Context: an optimization exercise on an open-source flow, tuned for small area and a short achievable clock period. The choices shown serve that exercise and are no tape-out recipe.
In this exercise RTL edits were held to simulation tests only and were not proved equivalent to the original.
No activity file was given, so power comes from the tool's default toggle rates.

==> flow/design.v (excerpt) <==
module circus_core (
    input  wire        clk,
    input  wire        rst,           
    input  wire        tick,          
    input  wire        rx_valid,      
    input  wire [7:0]  rx_data,
    input  wire [1:0]  rx_err,
    input  wire        tx_ready,      
    input  wire        h_valid,       
    input  wire [39:0] h_cmd,
    output reg         tx_valid,      
    output reg  [7:0]  tx_data,
    output reg         act_valid,     
    output wire [7:0]  act_addr,
    output reg         alarm_valid,   
    output reg  [2:0]  alarm_id,
    output reg         milli_strobe,  
    output reg         h_rvalid,      
    output reg         h_ok,
    output reg  [15:0] h_rdata
);
export LEC_CHECK = 0
export CAP_MARGIN = 20
export CORE_MARGIN = 2
export CORE_UTILIZATION = 40
export CTS_BUF_LIST = sky130_fd_sc_hd__clkbuf_16
export CTS_CLUSTER_DIAMETER = 80
export CTS_CLUSTER_SIZE = 20
export SLEW_MARGIN = 20
create_clock -name core_clock -period 11.0 [get_ports {clk}]
standard.sh (not shown) runs the stock make flow with config.mk's settings and CLKGATE_MAP_FILE= SYNTH_SCRIPT=/design/flow/synth_recipe.tcl, a recipe that flattens the netlist after the stock synthesis.
==> flow/flow/run.sh <==
#!/bin/bash
# The standard layout (standard.sh: standard synthesis, floorplan,
# placement, CTS, routing) with these flow settings changed:
#  - timing repair up to CTS is asked to leave 7 ns of setup slack at the
#    11 ns clock, so that it sizes and buffers the design for a shorter
#    achieved period; the repair after global routing asks for 6.8 ns;
#  - the buffers ABC put into the synthesized netlist are removed at
#    floorplan (repair_design/repair_timing then buffer where needed);
#  - every input and output port still gets its own buffer, but buf_1 is
#    used for it (repair upsizes it where timing needs).
# CTS buffer list and clustering come from config.mk (the standard flow's config.mk).
# Each make run's output goes to its own log here; each ORFS step keeps its
# own log under orfs/logs/.
set -euo pipefail
export REMOVE_ABC_BUFFERS=1
export BUFFER_PORTS_ARGS="-buffer_cell sky130_fd_sc_hd__buf_1"
SETUP_SLACK_MARGIN=7 bash standard.sh cts > standard_to_cts.log 2>&1
SETUP_SLACK_MARGIN=6.8 bash standard.sh > standard_finish.log 2>&1
Next try:
--- a/flow/design.v
+++ b/flow/design.v
@@ -44,13 +44,13 @@
     output reg         milli_strobe,  
     output reg         h_rvalid,      
     output reg         h_ok,
     output reg  [15:0] h_rdata
 );
     reg [127:0] rf;         
-    reg [63:0]  at;         
+    reg [63:0]  atn;        
     reg [3:0]   stf;
     reg [15:0]  tic;
     reg [15:0]  milli;
     reg [7:0]   micro;
     reg [2:0]   dow;
     reg [2:0]   dead;       
@@ -171,21 +171,21 @@
     wire [2:0]  txidx_n = proc ? 3'd0 : txidx_a;
     wire        tx_en_n = proc | tx_en_a;
     wire [1:0]  rxerr_n = proc ? 2'd0 : rxerr_a;
     wire        act     = p_ok & hit;
     wire        pw   = p_ok & hit & wbit;                  
     wire        pclr = p_ok & valid & own & (idx == 3'd0);  
-    function [1:0] cmp16(input [15:0] x, input [15:0] y);  
+    function [1:0] cmp16(input [15:0] x, input [15:0] yn);  
         reg [15:0] g, e;
         reg [7:0]  g1, e1;
         reg [3:0]  g2, e2;
         reg [1:0]  g3, e3;
         integer n;
         begin
-            g = x & ~y;
-            e = ~(x ^ y);
+            g = x & yn;
+            e = x ^ yn;
             for (n = 0; n < 8; n = n + 1) begin
                 g1[n] = g[2*n+1] | (e[2*n+1] & g[2*n]);
                 e1[n] = e[2*n+1] & e[2*n];
             end
             for (n = 0; n < 4; n = n + 1) begin
                 g2[n] = g1[2*n+1] | (e1[2*n+1] & g1[2*n]);
@@ -201,13 +201,13 @@
     reg  [3:0] ge0, ge1;
     reg  [1:0] c;
     wire       tmax = &tic;
     integer i;
     always @* begin
         for (i = 0; i < 4; i = i + 1) begin
-            c      = cmp16(tic_inc, at[16*i +: 16]);
+            c      = cmp16(tic_inc, atn[16*i +: 16]);
             ge0[i] = tmax | c[1];
             ge1[i] = c[1] | c[0];
         end
     end
     wire        ctq      = (&micro) & (&milli[9:0]);   
     wire [3:0]  dueN     = stf & ge0;
@@ -238,13 +238,13 @@
         end
     end
     reg  [15:0] at_rd;
     always @* begin
         at_rd = 16'd0;
         for (j = 0; j < 4; j = j + 1)
-            at_rd = at_rd | (at[16*j +: 16] & {16{a1h[j]}});
+            at_rd = at_rd | (~atn[16*j +: 16] & {16{a1h[j]}});
     end
     wire        hpw  = full & hit & wbit & |(r1h & i1h);
     wire        hclr = full & valid & own & i1h[0] & r1h[0];
     reg  [15:0] hold;
     always @* begin
         hold = ((hpw & ~rx_valid) ? frame[15:0] : rd8(rf, r));
@@ -292,19 +292,19 @@
         end
         if (pclr & ~(hw & r1h[0]))
             rf_n[5] = 1'b0;
         for (q = 0; q < 4; q = q + 1) begin
             hs = aw & a1h[q];
             kp = ~(rst | hs);
-            at_n[16*q +: 16] = ({16{hs}} & w0_r) | ({16{kp}} & at[16*q +: 16]);
+            at_n[16*q +: 16] = ({16{hs | rst}} & ~w0_r) | ({16{kp}} & atn[16*q +: 16]);
         end
     end
     integer k;
     always @(posedge clk) begin
         rf <= rf_n;
-        at <= at_n;
+        atn <= at_n;
         if (rst) begin
             stf          <= 4'd0;
             tic          <= 16'd0;
             milli        <= 16'd0;
             micro        <= 8'd0;
             dow          <= 3'd1;
After rerunning:
- setup slack gets worse by 0.20 ns
- clock skew drops by 0.019 ns
- via count drops by a little under a tenth
- first-iteration DRC count drops by a few percent
- clock-buffer cell count does not change
- cell area drops slightly
- power drops by a few percent

========
== rev 12 ==
Another version of the RTL of circus_core (not shown whole).
Size in the first run: roughly 1900 cells after synthesis, roughly 330 flip-flops, about 97 I/O pins, roughly 18000 sq um of cells after synthesis.
// circus_core
module circus_core (
    input  wire        clk,
    input  wire        rst,           
    input  wire        tick,          
    input  wire        rx_valid,      
    input  wire [7:0]  rx_data,
    input  wire [1:0]  rx_err,
    input  wire        tx_ready,      
    input  wire        h_valid,       
    input  wire [39:0] h_cmd,
    output reg         tx_valid,      
    output reg  [7:0]  tx_data,
    output reg         act_valid,     
    output wire [7:0]  act_addr,
    output reg         alarm_valid,   
    output reg  [2:0]  alarm_id,
    output reg         milli_strobe,  
    output reg         h_rvalid,      
    output reg         h_ok,
    output reg  [15:0] h_rdata
);
    reg [127:0] rf;         
    reg [63:0]  atn;        
    reg [3:0]   stf;
    reg [15:0]  tic;
    reg [15:0]  milli;
    reg [7:0]   micro;
    reg [2:0]   dow;
    reg [2:0]   dead;       
    reg [31:0]  frame;      
    reg [2:0]   rxidx;      
    reg [2:0]   txidx;      
    reg [1:0]   rxerr;
    reg         tx_en;
    function [15:0] rd8(input [127:0] v, input [2:0] a);
        integer n;
        begin
            rd8 = 16'd0;
            for (n = 0; n < 8; n = n + 1)
                rd8 = rd8 | (v[16*n +: 16] & {16{a == n[2:0]}});
        end
    endfunction
  ...
export LEC_CHECK = 0
export CAP_MARGIN = 20
export CORE_MARGIN = 2
export CORE_UTILIZATION = 40
export CTS_BUF_LIST = sky130_fd_sc_hd__clkbuf_16
export CTS_CLUSTER_DIAMETER = 80
export CTS_CLUSTER_SIZE = 20
export SLEW_MARGIN = 20
create_clock -name core_clock -period 11.0 [get_ports {clk}]
Scripts as last shown in full above: flow/flow/run.sh
Setup changes, rev 12 to rev 13
--- a/flow/design.v
+++ b/flow/design.v
@@ -131,40 +131,43 @@
     wire [7:0]  crc_in = crun;
     wire        crc_ok = crc_okq;
     wire        err    = (rxerr != 2'd0);
     wire [3:0]  nib    = frame[19:16];
     wire [3:0]  tgt    = frame[23:20];
     wire        wbit   = frame[19];
     wire [2:0]  idx    = frame[18:16];
     wire        valid  = ~err & crc_ok;
     wire        own    = (tgt == 4'd3);
     wire        hit    = valid & (own | (tgt == 4'd0));
     reg  [7:0]  i1h;
+    reg  [15:0] old;
     integer     jj;
     always @* begin
-        for (jj = 0; jj < 8; jj = jj + 1)
+        old = 16'd0;
+        for (jj = 0; jj < 8; jj = jj + 1) begin
             i1h[jj] = (idx == jj[2:0]);
+            old = old | (rf[16*jj +: 16] & {16{i1h[jj]}});
+        end
     end
     wire [7:0]  e2 = {4'd3, 4'd3 ^ nib};
     wire [7:0]  c2 = {4'd3, 4'd2 ^ nib};
     wire [7:0]  v2 = {4'd3, 4'd1 ^ nib};
-    wire        s_e = err;
-    wire        s_c = ~err & ~crc_ok;
-    wire        s_o = ~err & crc_ok;
-    reg  [15:0] s10;
+    reg  [23:0] s;
     always @* begin
-        s10 = ({16{s_c}} & {frame[31:24], crc_in}) | ({16{s_e}} & {14'd0, rxerr});
-        for (jj = 0; jj < 8; jj = jj + 1)
-            s10 = s10 | (rf[16*jj +: 16] & {16{s_o & i1h[jj]}});
+        if (err)
+            s = {e2, 8'd0, 6'd0, rxerr};
+        else if (!crc_ok)
+            s = {c2, frame[31:24], crc_in};
+        else
+            s = {4'd3, nib, old};
     end
-    wire [23:0] s = {4'd3, nib ^ {2'b00, ~s_o, s_e}, s10};
     wire [7:0]  crc_s;
     circus_crc3 u_crc_s (.b0(s[7:0]), .b1(s[15:8]), .b2(s[23:16]), .crc(crc_s));
     wire [31:0] f_ok = {crc_s, s};
     wire [7:0]  crc_v;
     circus_crc3 u_crc_v (.b0(8'd5), .b1({5'd0, txidx_a}), .b2(v2), .crc(crc_v));
     wire [31:0] f_ovr = {crc_v, v2, 5'd0, txidx_a, 8'd5};
     wire        p_chg   = p_ok & ~(valid & ~own);
     reg  [31:0] frame_n;
     reg         fk;
     always @* begin
         for (b = 0; b < 4; b = b + 1) begin
--- outcome ---
Of rev 12 and rev 13, the run reporting the lower internal power was rev 13.
Any difference in routed wire length between rev 13 and rev 12 is small enough to ignore.
Rev 13 against rev 12: width of the chip up 1.6 um; final core utilization down 0.22 points.
Compared with rev 12, in rev 13 wire length on met2 down 3.9%; simple-gate portion of the synthesized area down 2.2 points; maximum number of pins on one net before global-route repair down about 10%; clock power down about 2%.
Layout net count of rev 13 is on par with rev 12.
Initial antenna violation count: rev 13 < rev 12
Post-route clock period utilization: rev 12 and rev 13 compared, higher one is rev 13

afterwards: timing with drivers on the ports:
Ports are ideal in the flow. The routed layouts listed here were re-timed in OpenROAD.
Step 1, drivers: a clkbuf_16 drives clk and a buf_2 each remaining input, both assumed.
Step 2 moves the port delays by t, midway between the first and last clock arrival at a register: inputs arrive t later, outputs are due t later. That takes back most of the time a late clock gives input paths.
a / b / c = no drivers / after step 1 / after step 2; a / b = the first two.
| run | shift t [ns] | setup WS [ns] | worst hold slack (ns) | slew at the worst register clock pin (ns) | worst data-port slew with drivers (ns) |
|---|---|---|---|---|---|
| the first run of note 1 | 0.623 | 6.912 / 6.937 / 6.313 | 0.474 / 0.474 / 0.474 | 0.09 / 0.09 | 0.05 |
| the second run of note 1 | 0.619 | 6.707 / 6.743 / 6.123 | 0.485 / 0.485 / 0.485 | 0.09 / 0.09 | 0.06 |
| rev 12 | 0.610 | 6.907 / 6.907 / 6.304 | 0.489 / 0.489 / 0.489 | 0.09 / 0.09 | 0.06 |
| rev 13 | 0.609 | 6.852 / 6.873 / 6.265 | 0.498 / 0.498 / 0.498 | 0.09 / 0.09 | 0.04 |
After both steps every run listed still meets setup and hold. The setup slack of rev 12, which loses most, moves by 0.000 ns with the drivers and by -0.603 ns with both steps.
